This design comes from an exercise in tuning for small area, a short achievable clock period and few clock cycles per item on the open sky130 flow, not from production work. Power is estimated from default activity; no workload was simulated.

==> flow/design.v <==
module re_dist_add #(parameter W = 8) (
    input  wire [W-1:0] a,
    input  wire [W-1:0] b,
    input  wire         cin,
    output wire [W-1:0] s,
    output wire         cout
);
    localparam N = W + 1;
    localparam TOP = (N > 64) ? 64 : (N > 32) ? 32 : (N > 16) ? 16 : (N > 8) ? 8 : (N > 4) ? 4 : (N > 2) ? 2 : 1;
    reg [N-1:0] g, p;
    reg [W-1:0] hp;
    integer i, l;
    always @* begin
        g[0] = cin;
        p[0] = 1'b0;
        for (i = 0; i < W; i = i + 1) begin
            g[i+1] = a[i] & b[i];
            p[i+1] = a[i] ^ b[i];
            hp[i]  = a[i] ^ b[i];
        end
        for (l = 1; l < N; l = l * 2)
            for (i = 2 * l - 1; i < N; i = i + 2 * l) begin
                g[i] = g[i] | (p[i] & g[i-l]);
                p[i] = p[i] & p[i-l];
            end
        for (l = TOP; l >= 1; l = l / 2)
            for (i = 3 * l - 1; i < N; i = i + 2 * l) begin
                g[i] = g[i] | (p[i] & g[i-l]);
                p[i] = p[i] & p[i-l];
            end
    end
    assign s    = hp ^ g[W-1:0];
    assign cout = g[W];
endmodule
module re_dist (
    input  wire        clk,
    input  wire        rst,
    input  wire        start,
    input  wire        mode,
    input  wire [39:0] a,
    input  wire [39:0] b,
    input  wire [39:0] c,
    input  wire [39:0] d,
    input  wire [39:0] rx_time,
    output wire        ready,
    output reg         done,
    output wire        ok,
    output wire [63:0] tof,
    output wire [63:0] dist_mm
);
    localparam integer K = 4;
    localparam integer W = 65 + K;
    localparam [24:0] DIVC = 25'd32000000;
    localparam [24:0] CLO  = 25'd21896229;       
    localparam [2:0] S_IDLE = 3'd0,
                     S_M0   = 3'd1,
                     S_M1   = 3'd2,
                     S_M2   = 3'd3,
                     S_DIV  = 3'd4;
    reg [2:0]  state;
    reg [63:0] X;         
    reg        xo;        
    reg [39:0] Y;         
    reg [39:0] Cc;        
    reg [39:0] Dd;        
    reg [63:0] P;         
    reg [41:0] s;
    reg [1:0]  sc;        
    reg        bad;
    reg        okr;
    reg        started;
    reg [4:0]  pos;
    assign ready   = (state == S_IDLE);
    assign ok      = okr;
    assign tof     = {33'd0, P[30:0]};
    assign dist_mm = {30'd0, Cc[33:0]};
    wire [K-1:0] chunk = Y[K-1:0];
    wire [W-1:0] pin   = {{(W-64){1'b0}}, P};
    wire [W-1:0] row [0:K-1];
    genvar gi;
    generate
        for (gi = 0; gi < K; gi = gi + 1) begin : g_row
            assign row[gi] = {{(W-64){1'b0}}, X & {64{chunk[gi]}}} << gi;
        end
    endgenerate
    wire [W-1:0] s1 = row[0] ^ row[1] ^ row[2];
    wire [W-1:0] c1 = ((row[0] & row[1]) | (row[0] & row[2]) | (row[1] & row[2])) << 1;
    wire [W-1:0] s2 = pin ^ row[3] ^ s1;
    wire [W-1:0] c2 = ((pin & row[3]) | (pin & s1) | (row[3] & s1)) << 1;
    wire [W-1:0] s3 = c1 ^ s2 ^ c2;
    wire [W-1:0] c3 = ((c1 & s2) | (c1 & c2) | (s2 & c2)) << 1;
    wire [W-1:0] msum = s3 + c3;
    wire [W-1:0] acc   = msum;
    wire [63:0]  dval  = ~msum[63:0];        
    wire         mbad  = (|acc[W-1:64]) | (xo & (|chunk));
    wire         ylast = ~(|Y[39:K]);
    reg  [41:0] sa_x, sa_y;
    reg         sa_c;
    always @* begin
        sa_x = {2'b00, X[39:0]};
        sa_y = {2'b00, Y};
        sa_c = 1'b0;
        if (state == S_M0) begin
            sa_x = {2'b00, Y};
            sa_y = {2'b11, ~P[39:0]};
            sa_c = 1'b1;
        end else if (sc == 2'd1) begin
            sa_x = s;
            sa_y = {2'b00, Cc};
        end else if (sc == 2'd2) begin
            sa_x = s;
            sa_y = {2'b00, Dd};
        end
    end
    wire [41:0] sa = sa_x + sa_y + {41'd0, sa_c};
    wire [41:0] R = X[41:0];
    wire [43:0] trial = {1'b0, R, P[63]} - {2'b00, s};
    wire        q     = ~trial[43];      
    wire [41:0] r_nxt = q ? trial[41:0] : {R[40:0], P[63]};
    wire        skip8 = ~started & (pos >= 5'd8) & ({R, P[63:56]} < {8'd0, s});
    wire [33:0] Q  = Cc[33:0];
    wire [24:0] R2 = Dd[24:0];
    wire [25:0] r2a;
    wire        c0;        
    re_dist_add #(.W(26)) u_r2a (.a({R2, 1'b0}), .b(~{1'b0, DIVC}), .cin(1'b1), .s(r2a), .cout(c0));
    wire [24:0] r2n0 = c0 ? r2a[24:0] : {R2[23:0], 1'b0};
    wire [33:0] qn0  = {Q[32:0], c0};
    wire        c1a = (R2 >= 25'd5051886);       
    wire        c1b = (R2 >= 25'd21051886);      
    wire [25:0] k1  = c1b ? (26'd42103771 ^ 26'h3ffffff) + 26'd1
                    : c1a ? (26'd10103771 ^ 26'h3ffffff) + 26'd1
                    : {1'b0, CLO};
    wire [25:0] t1;
    wire        t1co;
    re_dist_add #(.W(26)) u_t1 (.a({R2, 1'b0}), .b(k1), .cin(1'b0), .s(t1), .cout(t1co));
    wire [24:0] r2n1 = t1[24:0];
    wire [32:0] h1, h2;      
    wire        h1co, h2co;
    re_dist_add #(.W(33)) u_q2 (.a(Q[33:1]), .b(33'd0), .cin(1'b1), .s(h1), .cout(h1co));
    re_dist_add #(.W(33)) u_q3 (.a(Q[33:1]), .b({32'd0, Q[0]}), .cin(1'b1), .s(h2), .cout(h2co));
    wire [33:0] qp2 = {h1, Q[0]};                
    wire [33:0] qp3 = {h2, ~Q[0]};               
    wire [33:0] qn1 = c1b ? {qp3[32:0], 1'b0} : {qp2[32:0], c1a};
    wire        sready = (sc == 2'd3);
    always @(posedge clk) begin
        if (rst) begin
            state <= S_IDLE;
            done  <= 1'b0;
            okr   <= 1'b0;
        end else begin
            done <= 1'b0;
            if (state == S_M1 || state == S_M2 || state == S_DIV) begin
                if (!sready) begin
                    s  <= sa;
                    sc <= sc + 2'd1;
                end
            end
            case (state)
                S_IDLE: begin
                    if (start) begin
                        xo  <= 1'b0;
                        bad <= 1'b0;
                        okr <= 1'b0;
                        sc  <= 2'd0;
                        Dd  <= d;
                        if (mode) begin
                            X     <= {24'd0, b};
                            Y     <= rx_time;
                            Cc    <= a;
                            P     <= {24'd0, c};
                            state <= S_M0;
                        end else begin
                            X     <= {24'd0, a};
                            Y     <= b;
                            Cc    <= c;
                            P     <= 64'd0;
                            state <= S_M1;
                        end
                    end
                end
                S_M0: begin
                    Y     <= sa[39:0];
                    P     <= 64'd0;
                    state <= S_M1;
                end
                S_M1, S_M2: begin
                    P   <= acc[63:0];
                    bad <= bad | mbad;
                    X   <= X << K;
                    xo  <= xo | (|X[63:64-K]);
                    Y   <= Y >> K;
                    if (ylast) begin
                        if (state == S_M1) begin
                            P     <= ~acc[63:0];
                            X     <= {24'd0, Cc};
                            xo    <= 1'b0;
                            Y     <= Dd;
                            state <= S_M2;
                        end else begin
                            X       <= {33'd0, dval[63:31]};
                            P       <= {dval[30:0], 33'd0};
                            pos     <= 5'd30;
                            started <= 1'b0;
                            if (bad | mbad) begin
                                done  <= 1'b1;
                                state <= S_IDLE;
                            end else begin
                                state <= S_DIV;
                            end
                        end
                    end
                end
                S_DIV: begin
                    if (sready) begin
                        if (skip8) begin
                            X[41:0] <= {R[33:0], P[63:56]};
                            P       <= {P[55:0], 8'd0};
                            pos     <= pos - 5'd8;
                        end else begin
                            X[41:0] <= r_nxt;
                            P       <= {P[62:0], q};
                            pos     <= pos - 5'd1;
                            started <= started | q;
                            if (started) begin
                                Cc[33:0] <= q ? qn1 : qn0;
                                Dd[24:0] <= q ? r2n1 : r2n0;
                            end else begin
                                Cc[33:0] <= q ? 34'd4 : 34'd0;
                                Dd[24:0] <= q ? CLO : 25'd0;
                            end
                            if (pos == 5'd0) begin
                                okr   <= |s;
                                done  <= 1'b1;
                                state <= S_IDLE;
                            end
                        end
                    end
                end
                default: state <= S_IDLE;
            endcase
        end
    end
endmodule
Settings: LEC_CHECK=0, CAP_MARGIN=20, CORE_MARGIN=2, CORE_UTILIZATION=40, PLACE_DENSITY=0.6, SETUP_SLACK_MARGIN=5, SLEW_MARGIN=20; clock period 12.0 ns.
run.sh (not shown) runs the stock make flow with config.mk's settings and CLKGATE_MAP_FILE= SYNTH_SCRIPT=/design/flow/synth_recipe.tcl, a recipe that flattens the netlist after the stock synthesis.
The starting point finished clean.
Rerun with:
--- a/flow/design.v
+++ b/flow/design.v
@@ -90,5 +90,7 @@
     wire [W-1:0] s3 = c1 ^ s2 ^ c2;
     wire [W-1:0] c3 = ((c1 & s2) | (c1 & c2) | (s2 & c2)) << 1;
-    wire [W-1:0] msum = s3 + c3;
+    wire [W-1:0] msum;
+    wire         mco;
+    re_dist_add #(.W(W)) u_madd (.a(s3), .b(c3), .cin(1'b0), .s(msum), .cout(mco));
     wire [W-1:0] acc   = msum;
     wire [63:0]  dval  = ~msum[63:0];        
@@ -113,10 +115,16 @@
         end
     end
-    wire [41:0] sa = sa_x + sa_y + {41'd0, sa_c};
+    wire [41:0] sa;
+    wire        sa_co;
+    re_dist_add #(.W(42)) u_sadd (.a(sa_x), .b(sa_y), .cin(sa_c), .s(sa), .cout(sa_co));
     wire [41:0] R = X[41:0];
-    wire [43:0] trial = {1'b0, R, P[63]} - {2'b00, s};
-    wire        q     = ~trial[43];      
+    wire [42:0] trial;
+    wire        q;           
+    re_dist_add #(.W(43)) u_dsub (.a({R, P[63]}), .b(~{1'b0, s}), .cin(1'b1), .s(trial), .cout(q));
     wire [41:0] r_nxt = q ? trial[41:0] : {R[40:0], P[63]};
-    wire        skip8 = ~started & (pos >= 5'd8) & ({R, P[63:56]} < {8'd0, s});
+    wire [49:0] sk_diff;
+    wire        sk_ge;
+    re_dist_add #(.W(50)) u_skip (.a({R, P[63:56]}), .b(~{8'd0, s}), .cin(1'b1), .s(sk_diff), .cout(sk_ge));
+    wire        skip8 = ~started & (pos >= 5'd8) & ~sk_ge;
     wire [33:0] Q  = Cc[33:0];
     wire [24:0] R2 = Dd[24:0];
Outcome: Worst setup slack is better by 0.16 ns; register-to-register slack gets better by 0.16 ns; power decreases by a quarter to a third; sequential share of layout area rose by 0.85 points; design area decreases by a few percent; synthesized area goes down by a few percent; via count goes down by a little under a tenth; clock power went down by a little under a tenth; count of clock-buffer cells in the layout came out higher by 8; wire length came out lower by a few percent; first-iteration DRC count goes down by a little under a tenth.
No functional check of the RTL was part of any run of this note.

## afterwards: timing with drivers on the ports
In the flow no input, the clock included, has a driving cell. The finished layouts below were timed again as built, in two steps. Step 1: set_driving_cell puts a clkbuf_16 on clk and a buf_2 on each other input, an assumption about the parent block. Step 2 also shifts input and output timing later by t, the mid clock arrival at the registers, as if the neighbouring blocks saw the same clock. Three values: no drivers, after step 1, after step 2; two values: the first two.
run	t (ns)	setup WS [ns]	pins driven straight from the clock port
the first run	0.693	5.038 / 5.038 / 5.038	1
the second run	0.684	5.203 / 5.203 / 5.203	1
After both steps every run listed still meets setup and hold.
